This is an optimization exercise on Yosys and OpenROAD, whose aim is small area, a short achievable clock period and few clock cycles, not a production implementation.
The RTL was checked by simulation tests, not by an equivalence proof against the original design.
Power and IR drop assume default switching activity.

Setup of build 51:
==> flow/design.v <==
module frame_engine (
    input  wire        clk,
    input  wire        rst,           
    input  wire        cmd_valid,
    output wire        cmd_ready,
    input  wire [31:0] cmd_data,
    output reg         rsp_valid,
    output wire [31:0] rsp_data,
    output wire        frm_valid,
    input  wire        frm_ready,
    output wire [7:0]  frm_data,
    output wire        frm_first,
    output wire        frm_last
);
    localparam [7:0] P_MARKER0 = 8'hA5;
    localparam [7:0] P_MARKER1 = 8'h5A;
    localparam [7:0] P_VERSION = 8'h01;
    localparam [7:0] P_TYPE    = 8'h01;
    function [15:0] crc_step;
        input [15:0] r;
        input [7:0]  b;
        integer      n;
        reg   [15:0] t;
        begin
            t = r ^ {b, 8'h00};
            for (n = 0; n < 8; n = n + 1)
                t = t[15] ? ((t << 1) ^ 16'h1021) : (t << 1);
            crc_step = t;
        end
    endfunction
    wire [7:0] op = cmd_data[31:24];
    wire is_nop    = (cmd_data == 32'h00000000);
    wire is_init   = (cmd_data == 32'h01000000);
    wire is_seed   = (op == 8'h02) && (cmd_data[23:16] == 8'h00);
    wire is_update = (op == 8'h03) && (cmd_data[23:8]  == 16'h0000);
    wire is_read   = (cmd_data == 32'h04000000);
    wire is_hdr    = (op == 8'h08);
    wire is_feed   = (op == 8'h10) && (cmd_data[23:8]  == 16'h0000);
    wire is_status = (cmd_data == 32'h20000000);
    wire is_legal  = is_nop | is_init | is_seed | is_update | is_read |
                     is_hdr | is_feed | is_status;
    reg [7:0]  ring [0:127];
    reg [7:0]  qhead;       
    reg [7:0]  vtail;       
    reg [7:0]  qtail;       
    reg [6:0]  blen;        
    reg [6:0]  bend;        
    reg [7:0]  level;       
    reg        feed_ok;     
    reg        avail;       
    reg [15:0] pcrc;        
    reg        hdr_ok;      
    reg [3:0]  cnt;         
    reg        big;         
    reg [7:0]  prev;        
    reg        nm_v;        
    reg [6:0]  nm_a;
    reg        busy;
    reg        cmode;       
    reg [6:0]  rd;          
    reg [6:0]  rend;        
    reg [6:0]  jstart;      
    reg [7:0]  xr;
    reg        xv;
    reg [2:0]  nframes;
    reg [15:0] crc_reg;
    reg        illegal;
    reg        rk_ones, rk_crc, rk_stat;
    reg [2:0]  rsmall;
    reg [7:0]  h_d, n_d;
    reg        h_v, n_v;
    reg [6:0]  hoff;        
    reg [6:0]  hlast;       
    wire [7:0] fa    = qhead + {6'd0, h_v & n_v, h_v ^ n_v};
    wire [6:0] raddr = busy ? rd : fa[6:0];
    wire [7:0] rdata = ring[raddr];
    assign cmd_ready = !busy && !(is_feed && !feed_ok);
    wire       fire      = cmd_valid && cmd_ready;
    wire       feed_fire = fire && is_feed;
    wire       rp_act    = busy && !cmode && xv;
    wire       st_act    = feed_fire || rp_act;
    wire [7:0] x = busy ? xr : cmd_data[7:0];
    wire       last = (rd == rend);           
    wire       cand    = (blen >= 7'd2);
    wire [6:0] lastoff = {1'b0, cnt, 2'b11} + 7'd4;           
    wire       crc_en  = (blen <= 7'd4) || (blen + 7'd1 < lastoff);
    wire       mk      = (prev == P_MARKER0) && (x == P_MARKER1);
    wire       x_a5    = (x == P_MARKER0);
    wire       x_5a    = (x == P_MARKER1);
    wire       done_big = (blen == 7'd7) && big;
    wire       at_last  = (blen == lastoff) && !big;
    wire       good_pre = hdr_ok && (cnt != 4'd0) && (pcrc[7:0] == prev);
    wire       good     = good_pre && (pcrc[15:8] == x);
    wire       s_acc    = cand && at_last && good;
    wire       s_rej    = cand && (done_big || (at_last && !good));
    wire [6:0] bend_p1 = bend + 7'd1;
    wire [6:0] bend_m1 = bend - 7'd1;
    wire       st_v    = nm_v || mk || x_a5;
    wire [6:0] st_a    = nm_v ? nm_a : (mk ? bend_m1 : bend);
    wire       restart = s_rej && st_v;
    wire       we = busy ? xv : feed_ok;
    always @(posedge clk) begin
        if (we)
            ring[bend] <= x;
    end
    wire [31:0] status = {illegal, 1'b0, avail, feed_ok,
                          4'b0, level, 5'b0, 4'b0, blen};
    assign rsp_data = rk_ones ? 32'hFFFFFFFF :
                      rk_crc  ? {16'h0, crc_reg} :
                      rk_stat ? status : {29'h0, rsmall};
    assign frm_valid = h_v;
    assign frm_data  = h_d;
    assign frm_first = (hoff == 7'd0);
    assign frm_last  = (hoff == hlast);
    wire   pop       = h_v && frm_ready;
    wire   fetch     = !busy && (fa != vtail) && !(h_v && n_v && !pop);
    wire       acc      = st_act && s_acc;
    wire       resp_now = (feed_fire && !restart) ||
                          (rp_act && last && !restart);
    wire [7:0] qt_acc   = qtail + {1'b0, blen} + 8'd1;
    wire [7:0] qtail_n  = acc ? qt_acc : qtail;
    wire [7:0] vtail_n  = resp_now ? qtail_n : vtail;
    wire [7:0] l_a  = level + (qtail - vtail);
    wire [7:0] l_b  = l_a + {1'b0, blen} + 8'd1;
    wire [7:0] l_s  = !resp_now ? level : (acc ? l_b : l_a);
    wire [7:0] l_sm = !resp_now ? level - 8'd1 : (acc ? l_b - 8'd1 : l_a - 8'd1);
    wire [7:0] level_n = pop ? l_sm : l_s;
    reg [6:0] blen_n, bend_n;
    always @(*) begin
        blen_n = blen;
        bend_n = bend;
        if (st_act) begin
            if (!cand) begin
                if (blen == 7'd1 && x_5a) begin
                    blen_n = 7'd2;
                    bend_n = qtail[6:0] + 7'd2;
                end else if (x_a5) begin
                    blen_n = 7'd1;
                    bend_n = qtail[6:0] + 7'd1;
                end else begin
                    blen_n = 7'd0;
                    bend_n = qtail[6:0];
                end
            end else if (s_acc) begin
                blen_n = 7'd0;
                bend_n = bend_p1;
            end else if (s_rej) begin
                blen_n = 7'd0;
                bend_n = (busy && !last && st_v) ? bend_p1 : qtail[6:0];
            end else begin
                blen_n = blen + 7'd1;
                bend_n = bend_p1;
            end
        end else if (busy && cmode && xv) begin
            bend_n = last ? qtail[6:0] : bend_p1;
        end
    end
    always @(posedge clk) begin
        if (rst) begin
            qhead     <= 8'd0;
            qtail     <= 8'd0;
            vtail     <= 8'd0;
            blen      <= 7'd0;
            bend      <= 7'd0;
            level     <= 8'd0;
            feed_ok   <= 1'b1;
            avail     <= 1'b0;
            busy      <= 1'b0;
            cmode     <= 1'b0;
            xv        <= 1'b0;
            crc_reg   <= 16'hFFFF;
            illegal   <= 1'b0;
            rsp_valid <= 1'b0;
            h_v       <= 1'b0;
            n_v       <= 1'b0;
            hoff      <= 7'd0;
            hlast     <= 7'd127;
            nm_v      <= 1'b0;
        end else begin
            rsp_valid <= resp_now || (fire && !is_feed);
            qhead   <= qhead + {7'd0, pop};
            qtail   <= qtail_n;
            vtail   <= vtail_n;
            blen    <= blen_n;
            bend    <= bend_n;
            level   <= level_n;
            feed_ok <= (level_n <= 8'd60);
            avail   <= (level_n != 8'd0);
            if (fire) begin
                rk_ones <= !is_legal;
                rk_crc  <= is_read;
                rk_stat <= is_status;
                rsmall  <= 3'd0;
                if (!is_legal)
                    illegal <= 1'b1;
                else if (is_init)
                    crc_reg <= 16'hFFFF;
                else if (is_seed)
                    crc_reg <= cmd_data[15:0];
                else if (is_update)
                    crc_reg <= crc_step(crc_reg, cmd_data[7:0]);
                else if (is_hdr)
                    rsmall <= {2'b0, (cmd_data[23:16] == P_VERSION) &&
                                     (cmd_data[15:8]  == P_TYPE) &&
                                     (cmd_data[7:0]   != 8'h00)};
                else if (is_feed)
                    rsmall <= {2'b0, s_acc};
            end
            if (st_act) begin
                prev <= x;
                if (!cand) begin
                    pcrc <= 16'hFFFF;
                    nm_v <= 1'b0;
                end else begin
                    if (crc_en)
                        pcrc <= crc_step(pcrc, x);
                    if (blen == 7'd2)
                        hdr_ok <= (x == P_VERSION);
                    if (blen == 7'd3)
                        hdr_ok <= hdr_ok && (x == P_TYPE);
                    if (blen == 7'd4) begin
                        cnt <= x[3:0];
                        big <= (x[7:4] != 4'd0);
                    end
                    if (mk && !nm_v) begin
                        nm_v <= 1'b1;
                        nm_a <= bend_m1;
                    end
                end
            end
            if (busy) begin
                if (rd != rend) begin
                    xr <= rdata;
                    rd <= rd + 7'd1;
                    xv <= 1'b1;
                end else
                    xv <= 1'b0;
            end
            if (feed_fire) begin
                nframes <= {2'b0, s_acc};
                if (restart) begin
                    busy  <= 1'b1;
                    cmode <= 1'b0;
                    rd    <= st_a;
                    rend  <= bend_p1;
                    xv    <= 1'b0;
                end
            end else if (rp_act) begin
                if (s_acc)
                    nframes <= nframes + 3'd1;
                if (restart) begin
                    if (last) begin
                        rd   <= st_a;
                        rend <= bend_p1;
                        xv   <= 1'b0;
                    end else begin
                        cmode  <= 1'b1;
                        jstart <= st_a;
                    end
                end else if (last) begin
                    busy   <= 1'b0;
                    rsmall <= nframes + {2'b0, s_acc};
                end
            end else if (busy && cmode && xv && last) begin
                cmode <= 1'b0;
                rd    <= jstart;
                rend  <= bend_p1;
                xv    <= 1'b0;
            end
            if (pop) begin
                hoff <= frm_last ? 7'd0 : hoff + 7'd1;
                if (hoff == 7'd4)
                    hlast <= {1'b0, h_d[3:0], 2'b11} + 7'd4;
                if (n_v) begin
                    h_d <= n_d;
                    h_v <= 1'b1;
                    n_d <= rdata;
                    n_v <= fetch;
                end else begin
                    h_d <= rdata;
                    h_v <= fetch;
                    n_v <= 1'b0;
                end
            end else if (fetch) begin
                if (!h_v) begin
                    h_d <= rdata;
                    h_v <= 1'b1;
                end else begin
                    n_d <= rdata;
                    n_v <= 1'b1;
                end
            end
        end
    end
endmodule
clock: 11.0 ns
lec_check: 0
cap_margin: 20
cell_pad_in_sites_detail_placement: 1
cell_pad_in_sites_global_placement: 2
core_margin: 2
core_utilization: 30
setup_slack_margin: 5
slew_margin: 20
run.sh (not shown) runs the stock make flow with config.mk's settings and CLKGATE_MAP_FILE= SYNTH_SCRIPT=/design/flow/synth_recipe.tcl, a recipe that flattens the netlist after the stock synthesis.
Testbench counts of build 51, summed over its fixed seeds: cycles 35,368.
## Diff of input files: build 84 against build 51
Settings: SETUP_SLACK_MARGIN: 5 -> unset.
--- outcome ---
The first-pass GRT wire length reported for build 84 is smaller than that of build 51 by 1.2%. ~same sequential power in build 84 and build 51. The clock network area share on build 51 is in line with that on build 84. As far as via count is concerned, build 51 and build 84 perform about the same. Relative to build 51, the worst slack on hold paths of build 84 is higher by 0.014 ns. Area of all placed cells without fillers for build 84: 250 um2 down relative to build 51. Insertion delay to the later sink of the worst-skew pair across build 84 and build 51: no real change. Going from build 51 to build 84, the power consumption was found to have gone up by 0.52%.
For build 6, these inputs were changed with respect to build 84:
Settings: SETUP_SLACK_MARGIN: unset -> 5; CORE_UTILIZATION: 30 -> 50.
### Flow results
- Each of the runs, namely build 84 and build 6, reached the end of the flow and came out clean.
- NOTE: total CTS buffers in build 6 falls short of that of build 84
- Relative to build 84, the final cell area reported for build 6 is lower.
- Sequential cell count: build 6 vs build 84 identical
- Summary of build 6 over build 84: post-layout total power now smaller; net switching fraction of the power climbed 0.15 points; post-layout worst setup margin went up by 0.80 ns.

re-timing with driven ports:
Ports are ideal in the flow. The routed layouts listed here were re-timed in OpenROAD.
Step 1 (the two cells are an assumption about what drives the block):
set clk [get_ports {clk}]
set_driving_cell -lib_cell sky130_fd_sc_hd__clkbuf_16 $clk
set_driving_cell -lib_cell sky130_fd_sc_hd__buf_2 [delete_from_list [all_inputs] $clk]
Step 2 moves the port delays by t, midway between the first and last clock arrival at a register: inputs arrive t later, outputs are due t later. That takes back most of the time a late clock gives input paths.
Three values: ideal ports, drivers, drivers and shift; two values: the first two.
run | shift t [ns] | slack for setup (ns) | worst setup path at the end
build 51 | 0.835 | 5.103 / 5.068 / 4.429 | input to register
build 84 | 0.833 | 4.308 / 4.277 / 3.975 | input to register
build 6 | 0.809 | 5.104 / 5.087 / 4.434 | input to register
After both steps setup and hold are still met in every run listed. The setup slack of build 51, which loses most, moves by -0.035 ns with the drivers and by -0.674 ns with both steps.
